From an optimization exercise on the open Yosys and OpenROAD flow, aimed at small area and a short achievable clock period; shortcuts taken in it are not production practice.
At most, simulation tests tie the RTL to the original design; equivalence was not proved.
Power is estimated from default activity; no workload was simulated.

Setup of run A:
==> flow/design.v <==
module frame_detect (
    input  wire         clk,
    input  wire         rst,           
    input  wire         in_valid,
    input  wire [15:0]  in_mag,
    output reg          msg_valid,
    output reg          msg_long,
    output wire [111:0] msg_data
);
    reg         rst_q;           
    reg         ev;              
    reg         ev_w;            
    reg  [15:0] x;               
    always @(posedge clk) begin
        rst_q <= rst;
        ev    <= in_valid & ~rst;
        ev_w  <= in_valid;
        x     <= in_mag;
    end
    reg [15:0] w1, w2, w3, w4, w5, w6, w7, w8, w9, w10;
    always @(posedge clk) begin
        if (ev_w) begin
            w1 <= x;  w2 <= w1; w3 <= w2; w4 <= w3; w5 <= w4;
            w6 <= w5; w7 <= w6; w8 <= w7; w9 <= w8; w10 <= w9;
        end
    end
    function gt;
        input [17:0] a, b;
        reg   [31:0] g, e;   
        integer i, st;
        begin
            g = 32'd0;
            e = 32'hffffffff;
            g[17:0] = a & ~b;
            e[17:0] = a | ~b;
            for (st = 1; st < 32; st = st * 2)
                for (i = 0; i < 32; i = i + 2 * st) begin
                    g[i] = g[i + st] | (e[i + st] & g[i]);
                    e[i] = e[i + st] & e[i];
                end
            gt = g[0];
        end
    endfunction
    wire g1 = gt({2'b00, w1}, {2'b00, x});   
    wire g2 = gt({2'b00, w2}, {2'b00, x});
    wire g3 = gt({2'b00, w3}, {2'b00, x});
    wire g4 = gt({2'b00, w4}, {2'b00, x});
    wire g5 = gt({2'b00, w5}, {2'b00, x});
    wire g6 = gt({2'b00, w6}, {2'b00, x});
    wire l1 = gt({2'b00, x}, {2'b00, w1});   
    reg q1, q2, q3;
    always @(posedge clk) begin
        if (ev) begin
            q1 <= g1;
            q2 <= q1 & g2;
            q3 <= q2 & g3;
        end
    end
    reg  [15:0] mean_q;
    wire [17:0] peak_sum = w9 + w7 + w2 + x;
    wire [17:0] mean3    = 3 * mean_q;
    always @(posedge clk)
        if (ev_w)
            mean_q <= peak_sum[17:2];
    wire quiet = (mean_q != 16'd0) &&
                 gt(mean3, {2'b00, w10}) && gt(mean3, {2'b00, w8}) &&
                 gt(mean3, {2'b00, w3})  && gt(mean3, {2'b00, w1});
    reg        seen;             
    reg [14:1] pv;
    wire       verdict = pv[14] & g6;           
    always @(posedge clk) begin
        if (rst_q) begin
            seen <= 1'b0;
            pv   <= 14'd0;
        end else if (ev) begin
            seen   <= 1'b1;
            pv[1]  <= seen & g1;                 
            pv[2]  <= pv[1] & l1;                
            pv[3]  <= pv[2];
            pv[4]  <= pv[3];
            pv[5]  <= pv[4];
            pv[6]  <= pv[5] & q3 & g4;           
            pv[7]  <= pv[6] & l1;                
            pv[8]  <= pv[7] & g1;                
            pv[9]  <= pv[8] & l1;                
            pv[10] <= pv[9] & quiet & g1;        
            pv[11] <= pv[10] & g2;               
            pv[12] <= pv[11] & g3;               
            pv[13] <= pv[12] & g4;               
            pv[14] <= pv[13] & g5;               
        end
    end
    reg        act;              
    reg        cur_long;
    reg  [7:0] fc;
    reg        pend;
    reg  [6:0] pc;
    reg [55:0] p, q;
    reg        stg;              
    reg        e_skip_end;       
    reg        e_pres_long;      
    reg        e_pres_short;     
    reg        e_lo;             
    reg        e_hi;             
    reg        e_to_p;           
    reg        e_to_q;           
    reg        e_move;           
    wire       cont   = act & ~e_skip_end;
    wire       act_n  = cont | (~act & verdict);
    wire       long_n = (act & (fc == 8'd1)) ? g1 : cur_long;
    wire       pend_n = (pend & ~e_pres_short) | (e_skip_end & ~cur_long);
    wire       stg_n  = (stg & ~e_move) | (act & (fc == 8'd1) & pend);
    wire       lo_n   = cont & ~fc[0] & (fc <= 8'd110);
    wire       hi_n   = cont & ~fc[0] & (fc >= 8'd112) & (fc <= 8'd222) & long_n;
    always @(posedge clk) begin
        if (rst_q) begin
            act          <= 1'b0;
            pend         <= 1'b0;
            stg          <= 1'b0;
            e_skip_end   <= 1'b0;
            e_pres_long  <= 1'b0;
            e_pres_short <= 1'b0;
            e_lo         <= 1'b0;
            e_hi         <= 1'b0;
            e_to_p       <= 1'b0;
            e_to_q       <= 1'b0;
            e_move       <= 1'b0;
        end else if (ev) begin
            act      <= act_n;
            cur_long <= long_n;
            pend     <= pend_n;
            stg      <= stg_n;
            fc       <= act ? fc + 8'd1 : 8'd0;
            pc       <= pend ? pc + 7'd1 : 7'd0;
            e_skip_end   <= cont & (fc == (long_n ? 8'd237 : 8'd125));
            e_pres_long  <= cont & long_n & (fc == 8'd222);
            e_pres_short <= pend_n & pend & (pc == 7'd95);
            e_lo         <= lo_n;
            e_hi         <= hi_n;
            e_to_p       <= lo_n & ~(pend_n | stg_n);
            e_to_q       <= (lo_n & (pend_n | stg_n)) | hi_n;
            e_move       <= stg_n & ~pend_n & ~lo_n & ~hi_n;
        end
    end
    always @(posedge clk) begin
        if (ev) begin
            if (e_to_p)
                p <= {p[54:0], g1};
            else if (e_move)
                p <= q;
            if (e_to_q)
                q <= {q[54:0], g1};
        end
    end
    reg [3:0] lng;
    always @(posedge clk) begin
        msg_valid <= ev & ~rst & (e_pres_long | e_pres_short);
        if (ev & (e_pres_long | e_pres_short))
            msg_long <= e_pres_long;
        lng[0] <= e_pres_long;
        lng[1] <= e_pres_long & ev;
        lng[2] <= e_pres_long & ~e_pres_short;
        lng[3] <= e_pres_long & ~rst;
    end
    assign msg_data = {p, q & {{14{lng[3]}}, {14{lng[2]}}, {14{lng[1]}}, {14{lng[0]}}}};
endmodule
==> flow/config.mk <==
export PLATFORM = sky130hd
export DESIGN_NAME = frame_detect
export DESIGN_NICKNAME = frame_detect
export VERILOG_FILES = /design/flow/design.v
export SDC_FILE = /design/flow/constraint.sdc
export NUM_CORES = 4
export LEC_CHECK = 0
export ABC_AREA = 1
export CAP_MARGIN = 20
export CORE_MARGIN = 2
export CORE_UTILIZATION = 50
export CTS_BUF_LIST = sky130_fd_sc_hd__clkbuf_16
export CTS_CLUSTER_DIAMETER = 110
export CTS_CLUSTER_SIZE = 30
export SLEW_MARGIN = 20
==> flow/constraint.sdc <==
create_clock -name core_clock -period 10.0 [get_ports {clk}]
set_input_delay 2.0000 -clock core_clock [delete_from_list [all_inputs] [get_ports {clk}]]
set_output_delay 2.0000 -clock core_clock [all_outputs]
set_load 0.01 [all_outputs]
standard.sh (not shown) runs the stock make flow with config.mk's settings and CLKGATE_MAP_FILE= SYNTH_SCRIPT=/design/flow/synth_recipe.tcl, a recipe that flattens the netlist after the stock synthesis.
==> flow/flow/run.sh <==
#!/bin/bash
set -euo pipefail
export BUFFER_PORTS_ARGS="-buffer_cell sky130_fd_sc_hd__buf_2"
export SETUP_SLACK_MARGIN=6.6
bash standard.sh > flow.log 2>&1
Run A: flow completed, timing, DRC and antenna clean
Here is what was changed in the inputs of run B compared with run A.
--- a/flow/design.v
+++ b/flow/design.v
@@ -49,5 +49,5 @@
     wire g6 = gt({2'b00, w6}, {2'b00, x});
     wire l1 = gt({2'b00, x}, {2'b00, w1});   
-    reg q1, q2, q3;
+    reg q1, q2, q3, q4, q5;
     always @(posedge clk) begin
         if (ev) begin
@@ -55,12 +55,17 @@
             q2 <= q1 & g2;
             q3 <= q2 & g3;
+            q4 <= q3 & g4;
+            q5 <= q4 & g5;
         end
     end
+    reg  [17:0] part_q;
     reg  [15:0] mean_q;
-    wire [17:0] peak_sum = w9 + w7 + w2 + x;
+    wire [17:0] peak_sum = part_q + x;
     wire [17:0] mean3    = 3 * mean_q;
     always @(posedge clk)
-        if (ev_w)
-            mean_q <= peak_sum[17:2];
+        if (ev_w) begin
+            part_q  <= w8 + w6 + w1;
+            mean_q  <= peak_sum[17:2];
+        end
     wire quiet = (mean_q != 16'd0) &&
                  gt(mean3, {2'b00, w10}) && gt(mean3, {2'b00, w8}) &&
@@ -68,5 +73,5 @@
     reg        seen;             
     reg [14:1] pv;
-    wire       verdict = pv[14] & g6;           
+    wire       verdict = pv[14] & q5 & g6;      
     always @(posedge clk) begin
         if (rst_q) begin
@@ -84,9 +89,9 @@
             pv[8]  <= pv[7] & g1;                
             pv[9]  <= pv[8] & l1;                
-            pv[10] <= pv[9] & quiet & g1;        
-            pv[11] <= pv[10] & g2;               
-            pv[12] <= pv[11] & g3;               
-            pv[13] <= pv[12] & g4;               
-            pv[14] <= pv[13] & g5;               
+            pv[10] <= pv[9] & quiet;             
+            pv[11] <= pv[10];
+            pv[12] <= pv[11];
+            pv[13] <= pv[12];
+            pv[14] <= pv[13];
         end
     end
[summary]
- ~same met2 routing resource usage after global routing in run A and run B
- Run A vs run B, source of the critical timing path: w2[1] vs lng[1]
- On buffers inserted during post-CTS setup optimization, the lower figure sits with run B, not run A.
- Sort run A and run B by final critical path time including I/O delays and setup, descending, and run A comes first.
- When the final numbers for run A and run B were put side by side, the post-synth net total turned out to be smaller in run A.
- Final hold slack, run A and run B, higher one = run B.
- Taking run A as the reference, in run B met1 wire length barely changed; final core area utilization has decreased; static leakage power climbed 0.79%; part of the cycle the worst path needs went down 0.20 points.
The RTL of run A was laid out without a check of its function.

---

## the reference run
Starts from the design.v that is shown in full above.
export LEC_CHECK = 0
export ABC_AREA = 1
export CAP_MARGIN = 20
export CORE_MARGIN = 2
export CORE_UTILIZATION = 50
export CTS_BUF_LIST = sky130_fd_sc_hd__clkbuf_16
export CTS_CLUSTER_DIAMETER = 80
export CTS_CLUSTER_SIZE = 30
export SLEW_MARGIN = 20
create_clock -name core_clock -period 10.0 [get_ports {clk}]
Scripts as last shown in full above: flow/flow/run.sh
diff inputs: the reference run => the trial run
--- a/flow/design.v
+++ b/flow/design.v
@@ -46,30 +46,35 @@
     wire g3 = gt({2'b00, w3}, {2'b00, x});
     wire g4 = gt({2'b00, w4}, {2'b00, x});
     wire g5 = gt({2'b00, w5}, {2'b00, x});
     wire g6 = gt({2'b00, w6}, {2'b00, x});
     wire l1 = gt({2'b00, x}, {2'b00, w1});   
-    reg q1, q2, q3;
+    reg q1, q2, q3, q4, q5;
     always @(posedge clk) begin
         if (ev) begin
             q1 <= g1;
             q2 <= q1 & g2;
             q3 <= q2 & g3;
+            q4 <= q3 & g4;
+            q5 <= q4 & g5;
         end
     end
+    reg  [17:0] part_q;
     reg  [15:0] mean_q;
-    wire [17:0] peak_sum = w9 + w7 + w2 + x;
+    wire [17:0] peak_sum = part_q + x;
     wire [17:0] mean3    = 3 * mean_q;
     always @(posedge clk)
-        if (ev_w)
-            mean_q <= peak_sum[17:2];
+        if (ev_w) begin
+            part_q  <= w8 + w6 + w1;
+            mean_q  <= peak_sum[17:2];
+        end
     wire quiet = (mean_q != 16'd0) &&
                  gt(mean3, {2'b00, w10}) && gt(mean3, {2'b00, w8}) &&
                  gt(mean3, {2'b00, w3})  && gt(mean3, {2'b00, w1});
     reg        seen;             
     reg [14:1] pv;
-    wire       verdict = pv[14] & g6;           
+    wire       verdict = pv[14] & q5 & g6;      
     always @(posedge clk) begin
         if (rst_q) begin
             seen <= 1'b0;
             pv   <= 14'd0;
         end else if (ev) begin
@@ -81,15 +86,15 @@
             pv[5]  <= pv[4];
             pv[6]  <= pv[5] & q3 & g4;           
             pv[7]  <= pv[6] & l1;                
             pv[8]  <= pv[7] & g1;                
             pv[9]  <= pv[8] & l1;                
-            pv[10] <= pv[9] & quiet & g1;        
-            pv[11] <= pv[10] & g2;               
-            pv[12] <= pv[11] & g3;               
-            pv[13] <= pv[12] & g4;               
-            pv[14] <= pv[13] & g5;               
+            pv[10] <= pv[9] & quiet;             
+            pv[11] <= pv[10];
+            pv[12] <= pv[11];
+            pv[13] <= pv[12];
+            pv[14] <= pv[13];
         end
     end
     reg        act;              
     reg        cur_long;
     reg  [7:0] fc;
--- outcome ---
On post-synthesis cell area, the lower figure sits with the reference run, not the trial run.
Taking the reference run as the reference point, the total internal power of the trial run rises by 1.6%.
Detailed-route wire length on the trial run is behind the reference run.
Between the trial run and the reference run, it is the trial run whose starting density of the core is lower, by 0.20 points.
Number of non-clock inverters in the layout: the trial run < the reference run
Compared with the reference run, the trial run shows a worst hold slack that is 0.016 ns higher.
The setup slack of the trial run is larger than that of the reference run.
Comparing number of sequential cells for the reference run and the trial run, the smaller number came from the reference run.
Only the layout flow was run in the reference run; the RTL was not checked for function there.

---

red:
// frame_detect: RTL as listed in full above, without the edits since
export LEC_CHECK = 0
export ABC_AREA = 1
export CAP_MARGIN = 20
export CORE_MARGIN = 2
export CORE_UTILIZATION = 40
export CTS_BUF_LIST = sky130_fd_sc_hd__clkbuf_16
export CTS_CLUSTER_DIAMETER = 80
export CTS_CLUSTER_SIZE = 30
export SLEW_MARGIN = 20
create_clock -name core_clock -period 10.0 [get_ports {clk}]
Scripts as last shown in full above: flow/flow/run.sh
Setup changes, red to blue
--- a/flow/design.v
+++ b/flow/design.v
@@ -48,26 +48,31 @@
     wire g5 = gt({2'b00, w5}, {2'b00, x});
     wire g6 = gt({2'b00, w6}, {2'b00, x});
     wire l1 = gt({2'b00, x}, {2'b00, w1});   
-    reg q1, q2, q3;
+    reg q1, q2, q3, q4, q5;
     always @(posedge clk) begin
         if (ev) begin
             q1 <= g1;
             q2 <= q1 & g2;
             q3 <= q2 & g3;
+            q4 <= q3 & g4;
+            q5 <= q4 & g5;
         end
     end
+    reg  [17:0] part_q;
     reg  [15:0] mean_q;
-    wire [17:0] peak_sum = w9 + w7 + w2 + x;
+    wire [17:0] peak_sum = part_q + x;
     wire [17:0] mean3    = 3 * mean_q;
     always @(posedge clk)
-        if (ev_w)
-            mean_q <= peak_sum[17:2];
+        if (ev_w) begin
+            part_q  <= w8 + w6 + w1;
+            mean_q  <= peak_sum[17:2];
+        end
     wire quiet = (mean_q != 16'd0) &&
                  gt(mean3, {2'b00, w10}) && gt(mean3, {2'b00, w8}) &&
                  gt(mean3, {2'b00, w3})  && gt(mean3, {2'b00, w1});
     reg        seen;             
     reg [14:1] pv;
-    wire       verdict = pv[14] & g6;           
+    wire       verdict = pv[14] & q5 & g6;      
     always @(posedge clk) begin
         if (rst_q) begin
             seen <= 1'b0;
@@ -83,11 +88,11 @@
             pv[7]  <= pv[6] & l1;                
             pv[8]  <= pv[7] & g1;                
             pv[9]  <= pv[8] & l1;                
-            pv[10] <= pv[9] & quiet & g1;        
-            pv[11] <= pv[10] & g2;               
-            pv[12] <= pv[11] & g3;               
-            pv[13] <= pv[12] & g4;               
-            pv[14] <= pv[13] & g5;               
+            pv[10] <= pv[9] & quiet;             
+            pv[11] <= pv[10];
+            pv[12] <= pv[11];
+            pv[13] <= pv[12];
+            pv[14] <= pv[13];
         end
     end
     reg        act;              
@@ -152,15 +157,24 @@
                 q <= {q[54:0], g1};
         end
     end
-    reg [3:0] lng;
+    reg [7:0] lng;
     always @(posedge clk) begin
         msg_valid <= ev & ~rst & (e_pres_long | e_pres_short);
         if (ev & (e_pres_long | e_pres_short))
             msg_long <= e_pres_long;
         lng[0] <= e_pres_long;
         lng[1] <= e_pres_long & ev;
-        lng[2] <= e_pres_long & ~e_pres_short;
-        lng[3] <= e_pres_long & ~rst;
+        lng[2] <= e_pres_long & ~rst;
+        lng[3] <= e_pres_long & ev & ~rst;
+        if (ev)
+            lng[4] <= e_pres_long;
+        if (ev | rst)
+            lng[5] <= e_pres_long;
+        if (~rst)
+            lng[6] <= e_pres_long;
+        if (ev & ~rst)
+            lng[7] <= e_pres_long;
     end
-    assign msg_data = {p, q & {{14{lng[3]}}, {14{lng[2]}}, {14{lng[1]}}, {14{lng[0]}}}};
+    assign msg_data = {p, q & {{7{lng[7]}}, {7{lng[6]}}, {7{lng[5]}}, {7{lng[4]}},
+                               {7{lng[3]}}, {7{lng[2]}}, {7{lng[1]}}, {7{lng[0]}}}};
 endmodule
==> summary.txt <==
Total met2 wirelength after detailed routing: blue > red
The higher fraction of the cycle the final worst path needs of blue and red is in blue.
Sequential fraction of total cell area ends up lower on red.
Total stage count of the critical path | blue below red
red was smaller in final cell area than blue.
Compared with red, in blue number of cells in the finished layout apart from fillers shows an increase of 80; wire length of the first global-routing pass shows an increase of about 5%; power shows a reduction of about 2.3%; layout sequential cell count shows an increase of 24.
Function was not checked in any run of this note: the RTL went through the layout flow alone.

==> what the ideal ports hide <==
In the flow no input, the clock included, has a driving cell. The finished layouts below were timed again as built, in two steps. Step 1: set_driving_cell puts a clkbuf_16 on clk and a buf_2 on each other input, an assumption about the parent block. Step 2, shift: input delay + t, output delay - t, t = (earliest + latest rising clock arrival at the registers) / 2. This alone moves slack from input paths to output paths. a / b / c = no drivers / after step 1 / after step 2; a / b = the first two.
run | t, ns | setup WS [ns] | clock arrival spread, ns
run A | 0.568 | 6.669 / 6.634 / 6.669 | 0.027 / 0.027
run B | 0.570 | 6.689 / 6.639 / 6.770 | 0.023 / 0.023
the reference run | 0.581 | 6.650 / 6.637 / 6.650 | 0.020 / 0.020
the trial run | 0.589 | 6.691 / 6.643 / 6.768 | 0.028 / 0.029
red | 0.589 | 6.670 / 6.636 / 6.670 | 0.042 / 0.042
blue | 0.593 | 6.612 / 6.562 / 6.727 | 0.041 / 0.042
After both steps every run listed still meets setup and hold.
